What follows belongs to an exercise in optimizing a design on an open flow for small area; a production flow would make more cautious choices. At most, simulation tests tie the RTL to the original design; equivalence was not proved. Power is estimated from default activity; no workload was simulated.

==> inputs of run a <==
Design beebc_core, start of the top module:
module beebc_core (
    input  wire       clk,
    input  wire       rst,         
    output wire [3:0] mem_addr,
    input  wire [7:0] mem_rdata,
    output wire [7:0] mem_wdata,
    output wire       mem_we,
    output wire [7:0] out,
    output wire       out_strobe,
    output wire       halted
);
==> module beebc_decoder, before the edit <==
module beebc_decoder (
    input  wire [3:0] state,
    input  wire [3:0] opcode,    
    output reg  [3:0] next
);
    always @(*) begin
        if (state == 4'd2) begin
            case (opcode)
                4'd1:    next = 4'd8;     
                4'd2:    next = 4'd10;    
                4'd3:    next = 4'd11;    
                4'd4:    next = 4'd12;    
                4'd14:   next = 4'd13;    
                4'd15:   next = 4'd15;    
                default: next = 4'd3;     
            endcase
        end else if (state == 4'd15)
            next = 4'd15;                 
        else if (state[3])
            next = 4'd4;
        else
            next = {1'b0, state[2:0] + 3'd1};
    end
endmodule
==> module beebc_core, before the edit <==
module beebc_core (
    input  wire       clk,
    input  wire       rst,         
    output wire [3:0] mem_addr,
    input  wire [7:0] mem_rdata,
    output wire [7:0] mem_wdata,
    output wire       mem_we,
    output wire [7:0] out,
    output wire       out_strobe,
    output wire       halted
);
    reg  [3:0] state;
    reg  [3:0] pc;
    reg  [3:0] n;       
    reg  [7:0] a;
    reg  [7:0] alu;
    reg        cf;
    reg        zf;
    wire [3:0] next;
    beebc_decoder u_dec (
        .state  (state),
        .opcode (mem_rdata[7:4]),
        .next   (next)
    );
    wire fetch = (state == 4'd2);
    wire s_lda = (state == 4'd8);
    wire s_alu = (state[3:1] == 3'b101);    
    wire s_sub = state[0];
    wire [7:0] b = mem_rdata ^ {8{s_sub}};
    wire [8:0] c;
    wire [7:0] r;
    assign c[0] = s_sub;
    genvar i;
    generate
        for (i = 0; i < 8; i = i + 1) begin : g_add
            assign r[i]   = a[i] ^ b[i] ^ c[i];
            assign c[i+1] = (a[i] & b[i]) | (c[i] & (a[i] ^ b[i]));
        end
    endgenerate
    wire       ovf  = c[8] ^ s_sub;
    wire [7:0] alu_next = ovf ? alu : r;
    wire [3:0] opc  = mem_rdata[7:4];
    wire is_ldi = fetch & (opc == 4'd5);
    wire jump   = fetch & ((opc == 4'd6) | (opc == 4'd7 & cf) | (opc == 4'd8 & zf));
    always @(posedge clk) begin
        n <= mem_rdata[3:0];
        if (rst) begin
            state <= 4'd0;
            pc    <= 4'd0;
            a     <= 8'h00;
            alu   <= 8'h00;
            cf    <= 1'b0;
            zf    <= 1'b0;
        end else begin
            state <= next;
            if (jump)
                pc <= mem_rdata[3:0];
            else if (fetch)
                pc <= pc + 4'd1;
            if (s_alu) begin
                alu <= alu_next;
                a   <= alu_next;
                cf  <= ovf;
                zf  <= ~ovf & (r == 8'h00);
            end else if (s_lda)
                a <= mem_rdata;
            else if (is_ldi)
                a <= {4'h0, mem_rdata[3:0]};
        end
    end
    assign mem_addr   = state[3] ? n : pc;
    assign mem_wdata  = a;
    assign mem_we     = (state == 4'd12);
    assign out        = a;
    assign out_strobe = (state == 4'd13);
    assign halted     = (state == 4'd15);
endmodule
==> flow/config.mk <==
export PLATFORM = sky130hd
export DESIGN_NAME = beebc_core
export DESIGN_NICKNAME = beebc_core
export VERILOG_FILES = /design/flow/design.v
export SDC_FILE = /design/flow/constraint.sdc
export NUM_CORES = 4
export LEC_CHECK = 0
export CAP_MARGIN = 20
export CORE_MARGIN = 2
export CORE_UTILIZATION = 40
export SLEW_MARGIN = 20
==> flow/constraint.sdc <==
create_clock -name core_clock -period 8.0 [get_ports {clk}]
set_input_delay 1.6000 -clock core_clock [delete_from_list [all_inputs] [get_ports {clk}]]
set_output_delay 1.6000 -clock core_clock [all_outputs]
set_load 0.01 [all_outputs]
run.sh (not shown) runs the stock make flow with config.mk's settings and CLKGATE_MAP_FILE= SYNTH_SCRIPT=/design/flow/synth_recipe.tcl, a recipe that flattens the netlist after the stock synthesis.
==> inputs of run b, as changes to run a <==
- CTS_BUF_LIST: not set -> sky130_fd_sc_hd__clkbuf_4
- CTS_CLUSTER_DIAMETER: not set -> 200
- CTS_CLUSTER_SIZE: not set -> 50
==> inputs of run c, as changes to run a <==
--- a/flow/design.v
+++ b/flow/design.v
@@ -17,4 +17,8 @@
         end else if (state == 4'd15)
             next = 4'd15;                 
+        else if (state == 4'd10 || state == 4'd11)
+            next = 4'd9;                  
+        else if (state == 4'd9)
+            next = 4'd5;
         else if (state[3])
             next = 4'd4;
@@ -47,8 +51,9 @@
         .next   (next)
     );
-    wire fetch = (state == 4'd2);
-    wire s_lda = (state == 4'd8);
-    wire s_alu = (state[3:1] == 3'b101);    
-    wire s_sub = state[0];
+    wire fetch  = (state == 4'd2);
+    wire s_lda  = (state == 4'd8);
+    wire s_alu  = (state[3:1] == 3'b101);    
+    wire s_sub  = state[0];
+    wire s_copy = (state == 4'd9);           
     wire [7:0] b = mem_rdata ^ {8{s_sub}};
     wire [8:0] c;
@@ -62,16 +67,21 @@
         end
     endgenerate
-    wire       ovf  = c[8] ^ s_sub;
-    wire [7:0] alu_next = ovf ? alu : r;
+    wire ovf = c[8] ^ s_sub;
     wire [3:0] opc  = mem_rdata[7:4];
     wire is_ldi = fetch & (opc == 4'd5);
     wire jump   = fetch & ((opc == 4'd6) | (opc == 4'd7 & cf) | (opc == 4'd8 & zf));
+    wire a_from_alu = ~rst & s_copy;
+    wire a_from_mem = ~rst & (s_lda | is_ldi);
+    wire a_hold     = ~rst & ~(s_copy | s_lda | is_ldi);
+    wire [7:0] ld   = {mem_rdata[7:4] & {4{~fetch}}, mem_rdata[3:0]};
+    wire alu_load   = ~rst & s_alu & ~ovf;
+    wire alu_hold   = ~rst & ~(s_alu & ~ovf);
     always @(posedge clk) begin
-        n <= mem_rdata[3:0];
+        n   <= mem_rdata[3:0];
+        a   <= ({8{a_from_alu}} & alu) | ({8{a_from_mem}} & ld) | ({8{a_hold}} & a);
+        alu <= ({8{alu_load}} & r) | ({8{alu_hold}} & alu);
         if (rst) begin
             state <= 4'd0;
             pc    <= 4'd0;
-            a     <= 8'h00;
-            alu   <= 8'h00;
             cf    <= 1'b0;
             zf    <= 1'b0;
@@ -83,12 +93,7 @@
                 pc <= pc + 4'd1;
             if (s_alu) begin
-                alu <= alu_next;
-                a   <= alu_next;
-                cf  <= ovf;
-                zf  <= ~ovf & (r == 8'h00);
-            end else if (s_lda)
-                a <= mem_rdata;
-            else if (is_ldi)
-                a <= {4'h0, mem_rdata[3:0]};
+                cf <= ovf;
+                zf <= ~ovf & (r == 8'h00);
+            end
         end
     end
==> flow/flow/run.sh (new file) <==
#!/bin/bash
# Standard ORFS layout (standard.sh), with two changes to config.mk:
#  - the port buffers are the smallest buffer cell, sky130_fd_sc_hd__buf_1;
#  - clock tree synthesis options (CTS_ARGS below), when set.
# Each tool's output goes to standard.log in this folder; ORFS's own per-step
# logs stay under orfs/logs.
set -e
echo 'export BUFFER_PORTS_ARGS = -buffer_cell sky130_fd_sc_hd__buf_1' >> config.mk
CTS_ARGS="-sink_clustering_enable -repair_clock_nets -buf_list sky130_fd_sc_hd__clkbuf_8 -dont_use_dummy_load"
if [ -n "$CTS_ARGS" ]; then echo "export CTS_ARGS = $CTS_ARGS" >> config.mk; fi
bash standard.sh > standard.log 2>&1
==> flow/standard.sh (new file) <==
#!/bin/bash
# synth_recipe.tcl (not shown) runs the flow's synth.tcl, then flattens the netlist and writes it again
# the make line also repeats each setting of config.mk as NAME=value (left out here)
make -C /OpenROAD-flow-scripts/flow DESIGN_CONFIG=/design/flow/config.mk WORK_HOME=/design/flow/orfs CLKGATE_MAP_FILE= SYNTH_SCRIPT=/design/flow/synth_recipe.tcl "${@:-finish}"
- BUFFER_PORTS_ARGS: not set -> -buffer_cell sky130_fd_sc_hd__buf_1
- CTS_ARGS: not set -> -sink_clustering_enable -repair_clock_nets -buf_list sky130_fd_sc_hd__clkbuf_8 -dont_use_dummy_load
- CTS_BUF_LIST: not set -> sky130_fd_sc_hd__clkbuf_4
removed: flow/run.sh
==> inputs of run d, as changes to run a <==
--- a/flow/design.v
+++ b/flow/design.v
@@ -51,16 +51,8 @@
     wire s_alu = (state[3:1] == 3'b101);    
     wire s_sub = state[0];
-    wire [7:0] b = mem_rdata ^ {8{s_sub}};
-    wire [8:0] c;
-    wire [7:0] r;
-    assign c[0] = s_sub;
-    genvar i;
-    generate
-        for (i = 0; i < 8; i = i + 1) begin : g_add
-            assign r[i]   = a[i] ^ b[i] ^ c[i];
-            assign c[i+1] = (a[i] & b[i]) | (c[i] & (a[i] ^ b[i]));
-        end
-    endgenerate
-    wire       ovf  = c[8] ^ s_sub;
+    wire [7:0] b    = mem_rdata ^ {8{s_sub}};
+    wire [8:0] sum  = {1'b0, a} + {1'b0, b} + {8'h00, s_sub};
+    wire [7:0] r    = sum[7:0];
+    wire       ovf  = sum[8] ^ s_sub;
     wire [7:0] alu_next = ovf ? alu : r;
     wire [3:0] opc  = mem_rdata[7:4];
==> results.py <==
metrics = {
    "outcome": {
        "status": "timing/DRC/antenna clean",
    },
    "cells_and_area": {
        "multi_input_gates": 208,
        "final_area_sq_um": 2630,
        "area_growth_pct": 18.5,
    },
    "global_route": {
        "grtUsageMet1": 0.258,
        "use_met2": 0.286,
    },
    "setup_path": {
        "timing.rr.end": "a[2]",
    },
    "placement": {
        "placed_area_sq_um": 2510,
    },
    "detailed_routing": {
        "drt_iter0_drc": 115,
    },
    "yosys": {
        "synth_top_family_by_area": "compound AO/OA/AOI/OAI gates",
    },
    "timing": {
        "fin_ws_ns": 3.71,
    },
}
the above is filed under run d

==> results.py <==
metrics = {
    "cells_and_area": {
        "final_util": 0.445,
        "final_area_sq_um": 1960,
        "area_growth_pct": 5.23,
    },
    "timing": {
        "fin_ws_ns": 2.77,
        "max_freq_mhz": 191,
    },
    "global_route": {
        "grt_pass1_wl_um": 7170,
        "grtUsageMet1": 0.240,
        "use_met2": 0.283,
    },
    "outcome": {
        "status": "timing/DRC/antenna clean",
    },
    "yosys": {
        "synth_top_family_by_area": "compound AO/OA/AOI/OAI gates",
    },
    "hold_path": {
        "hold_class": "reg2reg",
    },
    "setup_path": {
        "reg2reg_from": "state[0]",
        "timing.rr.end": "alu[5]",
    },
    "detailed_routing": {
        "drt_iter0_drc": 110,
    },
}
the above is filed under run c

==> results.py <==
metrics = {
    "global_route": {
        "grtUsageMet1": 0.260,
        "use_met2": 0.261,
    },
    "cells_and_area": {
        "area_growth_pct": 16.4,
        "final_area_sq_um": 2250,
        "multi_input_gates": 160,
    },
    "yosys": {
        "synth_top_family_by_area": "simple AND/OR/NAND/NOR gates",
    },
    "outcome": {
        "status": "timing/DRC/antenna clean",
    },
    "placement": {
        "placed_area_sq_um": 2180,
    },
    "setup_path": {
        "reg2reg_from": "state[0]",
        "timing.rr.end": "a[4]",
    },
    "timing": {
        "fin_ws_ns": 2.14,
    },
}
the above is filed under run b

==> results.py <==
metrics = {
    "outcome": {
        "status": "timing/DRC/antenna clean",
    },
    "power": {
        "power_mw": 0.520,
    },
    "cells_and_area": {
        "multi_input_area_share": 0.507,
        "finalNetCount": 260,
        "signal_buffers": 32,
        "final_area_sq_um": 2280,
    },
    "yosys": {
        "synth_top_family_by_area": "simple AND/OR/NAND/NOR gates",
        "syn-num-nets": 245,
    },
    "placement": {
        "placed_area_sq_um": 2180,
    },
    "setup_path": {
        "timing.rr.end": "a[4]",
    },
    "timing": {
        "fin_tns_setup_ns": 0,
        "fin_ws_ns": 2.08,
    },
    "global_route": {
        "use_met2": 0.265,
        "grtUsageMet1": 0.263,
    },
    "detailed_routing": {
        "drt_iter0_drc": 146,
    },
}
the above is filed under run a

Only the layout flow was run in run a, run b and run c; the RTL was not checked for function there.

==> separate check: timing with driven ports <==
No port has a modelled driver above. Below, the same layouts with a new extraction and two added sets of constraints.
Step 1 assumes that a clkbuf_16 drives the clock port and a buf_2 every other input.
Step 2 times the ports against the registers' clock, not the clock port: input delays grow and output delays shrink by t, the midpoint of the rising clock arrivals with the driver on.
Three values: ideal ports, drivers, drivers and shift; two values: the first two.
run	t, ns	slack for setup (ns)	worst setup path after step 2	latest minus earliest clock arrival (ns)	worst slew at a driven data input, ns
run a	0.307	2.083 / 2.083 / 1.776	input to register	0.006 / 0.005	0.04
run b	0.352	2.144 / 2.141 / 1.789	input to register	0.010 / 0.010	0.04
run c	0.306	2.771 / 2.777 / 2.471	input to register	0.014 / 0.014	0.03
run d	0.307	3.714 / 3.722 / 3.415	input to register	0.007 / 0.008	0.03
After both steps every run listed still meets setup and hold. The setup slack of run b, which loses most, moves by -0.003 ns with the drivers and by -0.355 ns with both steps.
